This design comes from an exercise in tuning for small area on the open sky130 flow, not from production work.
At most, simulation tests tie the RTL to the original design; equivalence was not proved.
The flow treats the clock pin as an ideal source. Dropping or thinning the clock tree relies on that and would not hold on a real chip.
Power is estimated from default activity; no workload was simulated.

## sdseq
module sdseq (
    input             clk,
    input             rst,           
    input             op_valid,
    output            op_ready,
    input      [7:0]  op_code,
    input      [63:0] op_arg,
    output reg        rsp_valid,
    output     [3:0]  rsp_err,
    output     [63:0] rsp_data,
    output reg        cmd_valid,
    output     [24:0] cmd_word,
    input             eng_done,
    output     [14:0] sdcr1,
    output     [14:0] sdcr2,
    output     [27:0] sdtr1,
    output     [27:0] sdtr2,
    output     [24:5] sdcmr,
    output     [13:1] sdrtr,
    output reg        busy,            
    output            clk_gate,
    output reg        handle_valid,
    output            handle_bank,
    output     [2:0]  phase1,
    output     [2:0]  phase2,
    output     [1:0]  delay_ok,
    output reg        refresh_programmed,
    output     [1:0]  ready
);
Size: about 760 cells after synthesis, roughly 310 I/O pins, ~7300 sq um of cells after synthesis.
clock: 10.0 ns
lec_check: 0
cap_margin: 20
core_margin: 2
core_utilization: 30
slew_margin: 20
standard.sh (not shown) runs the stock make flow with config.mk's settings and CLKGATE_MAP_FILE= SYNTH_SCRIPT=/design/flow/synth_recipe.tcl, a recipe that flattens the netlist after the stock synthesis.
==> flow/flow/run.sh <==
#!/bin/bash
# Standard ORFS layout (the standard.sh, standard synthesis unchanged)
# with three changes: every port still gets a buffer, but the smallest one
# (buf_1); the clock tree is a root buffer driving a few leaf buffers, one
# per cluster of nearby flip-flops (flow/lean_cts.tcl); and after CTS, cells
# on paths with slack to spare are downsized (flow/recover.tcl).  The full
# make output goes to standard.log; ORFS's per-step logs stay under orfs/logs.
export BUFFER_PORTS_ARGS="-buffer_cell sky130_fd_sc_hd__buf_1"
export PRE_CTS_TCL="$(pwd)/flow/lean_cts.tcl"
export POST_CTS_TCL="$(pwd)/flow/recover.tcl"
export LEAN_CTS_PORT=clk
export LEAN_CTS_ROOT=sky130_fd_sc_hd__clkbuf_4
export LEAN_CTS_LEAF=sky130_fd_sc_hd__clkbuf_16
export LEAN_CTS_PER_LEAF=29
bash standard.sh > standard.log 2>&1
Other scripts of this flow, unchanged in this note and not shown: flow/flow/lean_cts.tcl, flow/flow/recover.tcl
==> next run, changes <==
--- a/flow/design.v
+++ b/flow/design.v
@@ -103,19 +103,19 @@
             assign in_r_t[g] = |op_arg[31:2*g-1];
         end
     endgenerate
     wire in_r = in_r_t[j];
     assign op_ready = view_go ? (align & !in_r) : j_last;
     wire acc = op_valid & op_ready;
     wire upd = op_valid & j_last;
     always @(posedge clk) begin
         if (rst | !op_valid | acc | busy) begin
-            i     <= 5'd0;
+            i     <= (!rst & upd & cmd_go) ? op_arg[4:0] : 5'd0;
             j     <= 5'd0;
             align <= 1'b0;
         end else if (view_go & !align & j_last) begin
             if (i_last) begin
                 align <= 1'b1;
                 j     <= 5'd1;
             end else begin
                 i <= i_next;
                 j <= 5'd0;
@@ -201,22 +201,21 @@
     assign sdcr2[14:10] = 5'd0;
     localparam [27:0] SHARED = 28'h0F0F000;
     wire [27:0] m1 = ({28{sel1}} & ~SHARED) | ({28{hv}} & SHARED);
     wire [27:0] m2 = {28{sel2}} & ~SHARED;
     assign sdtr1 = ~(trv_n & m1);
     assign sdtr2 = ~(trv_n & m2);
     reg [3:0]  nrfs;
     reg [15:0] mrd;
     reg [12:0] rtr;
-    reg [4:0]  cw;
     assign sdcmr    = {mrd, nrfs};
     assign sdrtr    = rtr;
-    assign cmd_word = {mrd, nrfs, cw};
+    assign cmd_word = {mrd, nrfs, i};
     reg [2:0] st1, st2;
     function [3:0] st_out;               
         input [2:0] st;
         st_out = {st[2] & (!st[1] | st[0]), st[1] & !st[2], st[0] | (st[2] & st[1]),
                   st[1] | (st[2] & !st[0])};
     endfunction
     assign {phase1, delay_ok[0]} = st_out(st1);
     assign {phase2, delay_ok[1]} = st_out(st2);
     function [2:0] st_next;
@@ -225,19 +224,18 @@
         if ((m == 3'd1 && st == 3'd0) || (m == 3'd2 && st == 3'd6) ||
             (m == 3'd3 && st == 3'd2) || (m == 3'd4 && st == 3'd3))
             st_next = m;
         else
             st_next = {1'b1, st[1] | (st[2] & !st[0]), 1'b1};
     endfunction
     assign ready[0] = sel1 & (st1 == 3'd4) & refresh_programmed;
     assign ready[1] = sel2 & (st2 == 3'd4) & refresh_programmed;
     always @(posedge clk) begin
-        cw <= op_arg[4:0];
         if (rst) begin
             rsp_valid <= 1'b0;
             cmd_valid <= 1'b0;
             busy      <= 1'b0;
             handle_valid <= 1'b0;
             nrfs      <= 4'd0;
             mrd       <= 16'd0;
             rtr       <= 13'd0;
             refresh_programmed <= 1'b0;
=> Wire length climbs by a few percent; sequential power shrinks slightly; global-route usage climbs by 0.68 points; worst setup slack loses 0.13 ns; power increases slightly; hold slack stays flat; final area goes up slightly; maximum frequency decreases slightly; first-iteration DRC count decreases by well over a third.
Function not checked in the second run of this note: the RTL went through the layout flow alone. No run of this note takes its clock network from TritonCTS; it comes from the design's own scripts or RTL.


== run a ==
sdseq, a different RTL version from the one above (not shown whole).
For scale: roughly 150 flip-flops, about 7600 um^2 of cells after synthesis.
Settings: LEC_CHECK=0, CAP_MARGIN=20, CORE_MARGIN=2, CORE_UTILIZATION=30, SLEW_MARGIN=20; clock period 10.0 ns.
==> flow/flow/run.sh <==
#!/bin/bash
# Standard ORFS layout (the standard.sh, standard synthesis unchanged)
# with three changes: every port still gets a buffer, but the smallest one
# (buf_1); the clock tree is a root buffer driving a few leaf buffers, one
# per cluster of nearby flip-flops (flow/lean_cts.tcl); and after CTS, cells
# on paths with slack to spare are downsized (flow/recover.tcl).  The full
# make output goes to standard.log; ORFS's per-step logs stay under orfs/logs.
export BUFFER_PORTS_ARGS="-buffer_cell sky130_fd_sc_hd__buf_1"
export PRE_CTS_TCL="$(pwd)/flow/lean_cts.tcl"
export POST_CTS_TCL="$(pwd)/flow/recover.tcl"
export LEAN_CTS_PORT=clk
export LEAN_CTS_ROOT=sky130_fd_sc_hd__clkbuf_8
export LEAN_CTS_LEAF=sky130_fd_sc_hd__clkbuf_16
export LEAN_CTS_PER_LEAF=24
bash standard.sh > standard.log 2>&1
Other scripts of this flow, unchanged in this note and not shown: flow/flow/lean_cts.tcl, flow/flow/recover.tcl
Input changes introduced in run b (baseline for comparison: run a):
-- flow/design.v --
<<< run a, line 7
    input      [63:0] op_arg,
    output reg        rsp_valid,
    output reg [3:0]  rsp_err,
    output     [63:0] rsp_data,
    output reg        cmd_valid,
>>> run b, line 7
    input      [63:0] op_arg,
    output reg        rsp_valid,
    output     [3:0]  rsp_err,
    output     [63:0] rsp_data,
    output reg        cmd_valid,
<<< run a, line 93
    wire j_zero = (j == 5'd0);
    wire first  = (i == 5'd0);
    wire [17:0] in_r_t;
    assign in_r_t[0]  = 1'b1;
>>> run b, line 93
    wire j_zero = (j == 5'd0);
    wire first  = (i == 5'd0);
    wire i_last = (i == 5'd16);           
    wire [4:0] i_next = {i[3:0], i[4] ^ i[2] ^ (i[3:0] == 4'd0)};
    wire [17:0] in_r_t;
    assign in_r_t[0]  = 1'b1;
<<< run a, line 111
            align <= 1'b0;
        end else if (view_go & !align & j_last) begin
            if (&i) begin
                align <= 1'b1;
                j     <= 5'd1;
            end else begin
                i <= i + 5'd1;
                j <= 5'd0;
            end
>>> run b, line 113
            align <= 1'b0;
        end else if (view_go & !align & j_last) begin
            if (i_last) begin
                align <= 1'b1;
                j     <= 5'd1;
            end else begin
                i <= i_next;
                j <= 5'd0;
            end
<<< run a, line 124
    reg        dly, cy, neg, prev_r;
    wire sub = first | !neg;
    wire n   = op_arg[{1'b1, ~i}];                   
    wire d0  = !j[4] & op_arg[{1'b0, j[3:0], 1'b0}];
    wire d1  = !j[4] & op_arg[{1'b0, j[3:0], 1'b1}];
>>> run b, line 126
    reg        dly, cy, neg, prev_r;
    wire sub = first | !neg;
    wire [31:0] n_by_i = {op_arg[49], op_arg[48], op_arg[38], op_arg[47], op_arg[41], op_arg[37], op_arg[53], op_arg[46], op_arg[40], op_arg[55], op_arg[36], op_arg[34], op_arg[52], op_arg[58], op_arg[45], op_arg[32], op_arg[50], op_arg[39], op_arg[42], op_arg[54], op_arg[56], op_arg[35], op_arg[59], op_arg[33], op_arg[51], op_arg[43], op_arg[57], op_arg[60], op_arg[44], op_arg[61], op_arg[62], op_arg[63]};
    wire n = n_by_i[i];
    wire d0  = !j[4] & op_arg[{1'b0, j[3:0], 1'b0}];
    wire d1  = !j[4] & op_arg[{1'b0, j[3:0], 1'b1}];
<<< run a, line 139
    wire bnd = prev_r & !in_r;                       
    wire dbit = hv & ((op_wp & wp_bit) | (op_bank & hb));
    wire e_in = !busy & (view_go ? (!align & (bnd ? !ro[17] : s0)) : (j_zero & dbit));
    wire o_in = !busy & view_go & !align & s1;
    always @(posedge clk) begin
        re     <= {e_in, re[17:1]};
>>> run b, line 142
    wire bnd = prev_r & !in_r;                       
    wire dbit = hv & ((op_wp & wp_bit) | (op_bank & hb));
    wire j_16 = j[4] & !j[0];
    wire e_in = !busy & (view_go ? (align ? !in_r : (bnd ? !ro[17] : s0))
                                 : ((j_zero & dbit) | (j_16 & err[0])));
    wire o_in = !busy & (view_go ? (!align & s1)
                                 : ((j_16 & err[1]) | (j_last & err[3])));
    always @(posedge clk) begin
        re     <= {e_in, re[17:1]};
<<< run a, line 157
        end
    endgenerate
    reg vflag;
    assign rsp_data = {vflag, vflag & hb, vflag & !hb, vflag & hb, 28'd0, q};
    reg [9:0]  crb_n;         
>>> run b, line 163
        end
    endgenerate
    wire vflag = re[17];
    assign rsp_err = {ro[17], ro[16] | (!ro[17] & re[16]), ro[16], re[16]};
    assign rsp_data = {vflag, vflag & hb, vflag & !hb, vflag & hb, 28'd0, q};
    reg [9:0]  crb_n;         
<<< run a, line 210
    always @(posedge clk) begin
        cw <= op_arg[4:0];
        rsp_err <= busy ? 4'd0 : err;
        vflag <= view_go & !busy;
        if (rst) begin
            rsp_valid <= 1'b0;
>>> run b, line 217
    always @(posedge clk) begin
        cw <= op_arg[4:0];
        if (rst) begin
            rsp_valid <= 1'b0;
## What came out
The higher final cell count came out of run a. Per the comparison of run b with run a, register bit count reported by yosys lost about 3.3%; worst clock skew saw little to no change. Compared with run a, in run b synthesized-area fraction occupied by ao, oa, aoi and oai cells rose 1.6 points; via count normalized by instance count rose 0.18; routed length per instance rose about 0.7%. Between run a and run b, the chip height is higher for run a. [compare] base=run a new=run b: final clock period utilization by the worst path went up 2.0 points, multi-input combinational area share went up 1.6 points, worst setup slack after layout went down 200 ps, first-pass GRT wire length went up 1.1 mm, count of cell types in the netlist went up about 3%. Diff run a and run b: layout sequential cell count lower in run b. In run b, the signed area change from the synthesized netlist to the final layout came out 1.6 points above the value in run a.
No run of this note takes its clock network from TritonCTS; it comes from the design's own scripts or RTL.


## north
RTL: one of the versions met above, not the one the previous note started from.
Size in the first run: ~140 flip-flops, about 310 I/O pins.
==> flow/design.v (excerpt) <==
module sdseq (
    input             clk,
    input             rst,           
    input             op_valid,
    output            op_ready,
    input      [7:0]  op_code,
    input      [63:0] op_arg,
    output reg        rsp_valid,
    output     [3:0]  rsp_err,
    output     [63:0] rsp_data,
    output reg        cmd_valid,
    output     [24:0] cmd_word,
    input             eng_done,
    output     [14:0] sdcr1,
    output     [14:0] sdcr2,
    output     [27:0] sdtr1,
    output     [27:0] sdtr2,
    output     [24:5] sdcmr,
    output     [13:1] sdrtr,
    output reg        busy,            
    output            clk_gate,
    output reg        handle_valid,
    output            handle_bank,
    output     [2:0]  phase1,
    output     [2:0]  phase2,
    output     [1:0]  delay_ok,
    output reg        refresh_programmed,
    output     [1:0]  ready
);
    wire op_mk    = op_code == 8'h10;
    wire op_cfg   = op_code == 8'h11;
    wire op_cmd   = op_code == 8'h20;
    wire op_swp   = op_code == 8'h21;
    wire op_nrfs  = op_code == 8'h22;
    wire op_rtr   = op_code == 8'h23;
    wire op_wp    = op_code == 8'h24;
  ...
clock: 10.0 ns
lec_check: 0
cap_margin: 20
core_margin: 2
core_utilization: 30
slew_margin: 20
Scripts as last shown in full above: flow/flow/run.sh
Other scripts of this flow, unchanged in this note and not shown: flow/flow/lean_cts.tcl, flow/flow/recover.tcl
The following lists how west was set up differently from north:
--- a/flow/design.v
+++ b/flow/design.v
@@ -100,25 +100,25 @@
     genvar g;
     generate
         for (g = 1; g < 17; g = g + 1) begin : g_len
             assign in_r_t[g] = |op_arg[31:2*g-1];
         end
     endgenerate
     wire in_r = in_r_t[j];
     assign op_ready = view_go ? (align & !in_r) : j_last;
     wire acc = op_valid & op_ready;
     wire upd = op_valid & j_last;
     always @(posedge clk) begin
         if (rst | !op_valid | acc | busy) begin
-            i     <= 5'd0;
+            i     <= (!rst & upd & cmd_go) ? op_arg[4:0] : 5'd0;
             j     <= 5'd0;
             align <= 1'b0;
         end else if (view_go & !align & j_last) begin
             if (i_last) begin
                 align <= 1'b1;
                 j     <= 5'd1;
             end else begin
                 i <= i_next;
                 j <= 5'd0;
             end
         end else
             j <= j + 5'd1;
@@ -198,49 +198,47 @@
         end
     endgenerate
     assign sdcr1[14:10] = {~(crs_n[4:2] | {3{!hv}}), hv, !(crs_n[0] | !hv)};
     assign sdcr2[14:10] = 5'd0;
     localparam [27:0] SHARED = 28'h0F0F000;
     wire [27:0] m1 = ({28{sel1}} & ~SHARED) | ({28{hv}} & SHARED);
     wire [27:0] m2 = {28{sel2}} & ~SHARED;
     assign sdtr1 = ~(trv_n & m1);
     assign sdtr2 = ~(trv_n & m2);
     reg [3:0]  nrfs;
     reg [15:0] mrd;
     reg [12:0] rtr;
-    reg [4:0]  cw;
     assign sdcmr    = {mrd, nrfs};
     assign sdrtr    = rtr;
-    assign cmd_word = {mrd, nrfs, cw};
+    assign cmd_word = {mrd, nrfs, i};
     reg [2:0] st1, st2;
     function [3:0] st_out;               
         input [2:0] st;
         st_out = {st[2] & (!st[1] | st[0]), st[1] & !st[2], st[0] | (st[2] & st[1]),
                   st[1] | (st[2] & !st[0])};
     endfunction
     assign {phase1, delay_ok[0]} = st_out(st1);
     assign {phase2, delay_ok[1]} = st_out(st2);
     function [2:0] st_next;
         input [2:0] st;
         input [2:0] m;
         if ((m == 3'd1 && st == 3'd0) || (m == 3'd2 && st == 3'd6) ||
             (m == 3'd3 && st == 3'd2) || (m == 3'd4 && st == 3'd3))
             st_next = m;
         else
             st_next = {1'b1, st[1] | (st[2] & !st[0]), 1'b1};
     endfunction
     assign ready[0] = sel1 & (st1 == 3'd4) & refresh_programmed;
     assign ready[1] = sel2 & (st2 == 3'd4) & refresh_programmed;
     always @(posedge clk) begin
-        cw <= op_arg[4:0];
         if (rst) begin
             rsp_valid <= 1'b0;
             cmd_valid <= 1'b0;
             busy      <= 1'b0;
             handle_valid <= 1'b0;
             nrfs      <= 4'd0;
             mrd       <= 16'd0;
             rtr       <= 13'd0;
             refresh_programmed <= 1'b0;
             st1       <= 3'd0;
             st2       <= 3'd0;
         end else begin
### Flow results
- Delta (west minus north): all-layer global routing usage picked up an extra 0.75 points, clock skew grew by 0.0051 ns, register-to-register slack has increased, cell leakage power picked up an extra about 1.4%, power dissipated by switching net loads higher.
- Signed area change from the synthesized netlist to the final layout was higher in west than in north.
- Per the comparison of west with north, routed wire length per instance went up by 5.0%; cell count went up by about 0.54%; power went up by 0.022 mW.
- The flow did not stop early for west: all stages ran, and the layout cleared the timing, design-rule and antenna checks.
- | clock power | west vs north | about 2% higher |
No functional check of the RTL was part of west. In every run of this note, the design's own scripts or RTL, not TritonCTS, make the clock network.

## separate check: timing with driven ports
In the flow no input, the clock included, has a driving cell. The finished layouts below were timed again as built, in two steps. Step 1: set_driving_cell puts a clkbuf_16 on clk and a buf_2 on each other input, an assumption about the parent block. Step 2 times the ports against the registers' clock, not the clock port: input delays grow and output delays shrink by t, the midpoint of the rising clock arrivals with the driver on. a / b / c = no drivers / after step 1 / after step 2; a / b = the first two.
| run | t, ns | slack for setup (ns) | clock arrival spread, ns | slew at the worst register clock pin (ns) | worst data-port slew with drivers (ns) |
|---|---|---|---|---|---|
| the first run of note 1 | 0.561 | 3.230 / 3.205 / 3.205 | 0.012 / 0.013 | 0.11 / 0.11 | 0.09 |
| the second run of note 1 | 0.536 | 3.101 / 3.080 / 3.080 | 0.017 / 0.017 | 0.12 / 0.12 | 0.07 |
| run a | 0.474 | 2.908 / 2.882 / 2.882 | 0.011 / 0.011 | 0.09 / 0.09 | 0.07 |
| run b | 0.500 | 2.708 / 2.689 / 2.689 | 0.010 / 0.010 | 0.09 / 0.09 | 0.09 |
| north | 0.459 | 3.229 / 3.203 / 3.203 | 0.012 / 0.012 | 0.10 / 0.10 | 0.07 |
| west | 0.464 | 3.145 / 3.124 / 3.124 | 0.013 / 0.013 | 0.10 / 0.10 | 0.08 |
After both steps setup and hold are still met in every run listed.
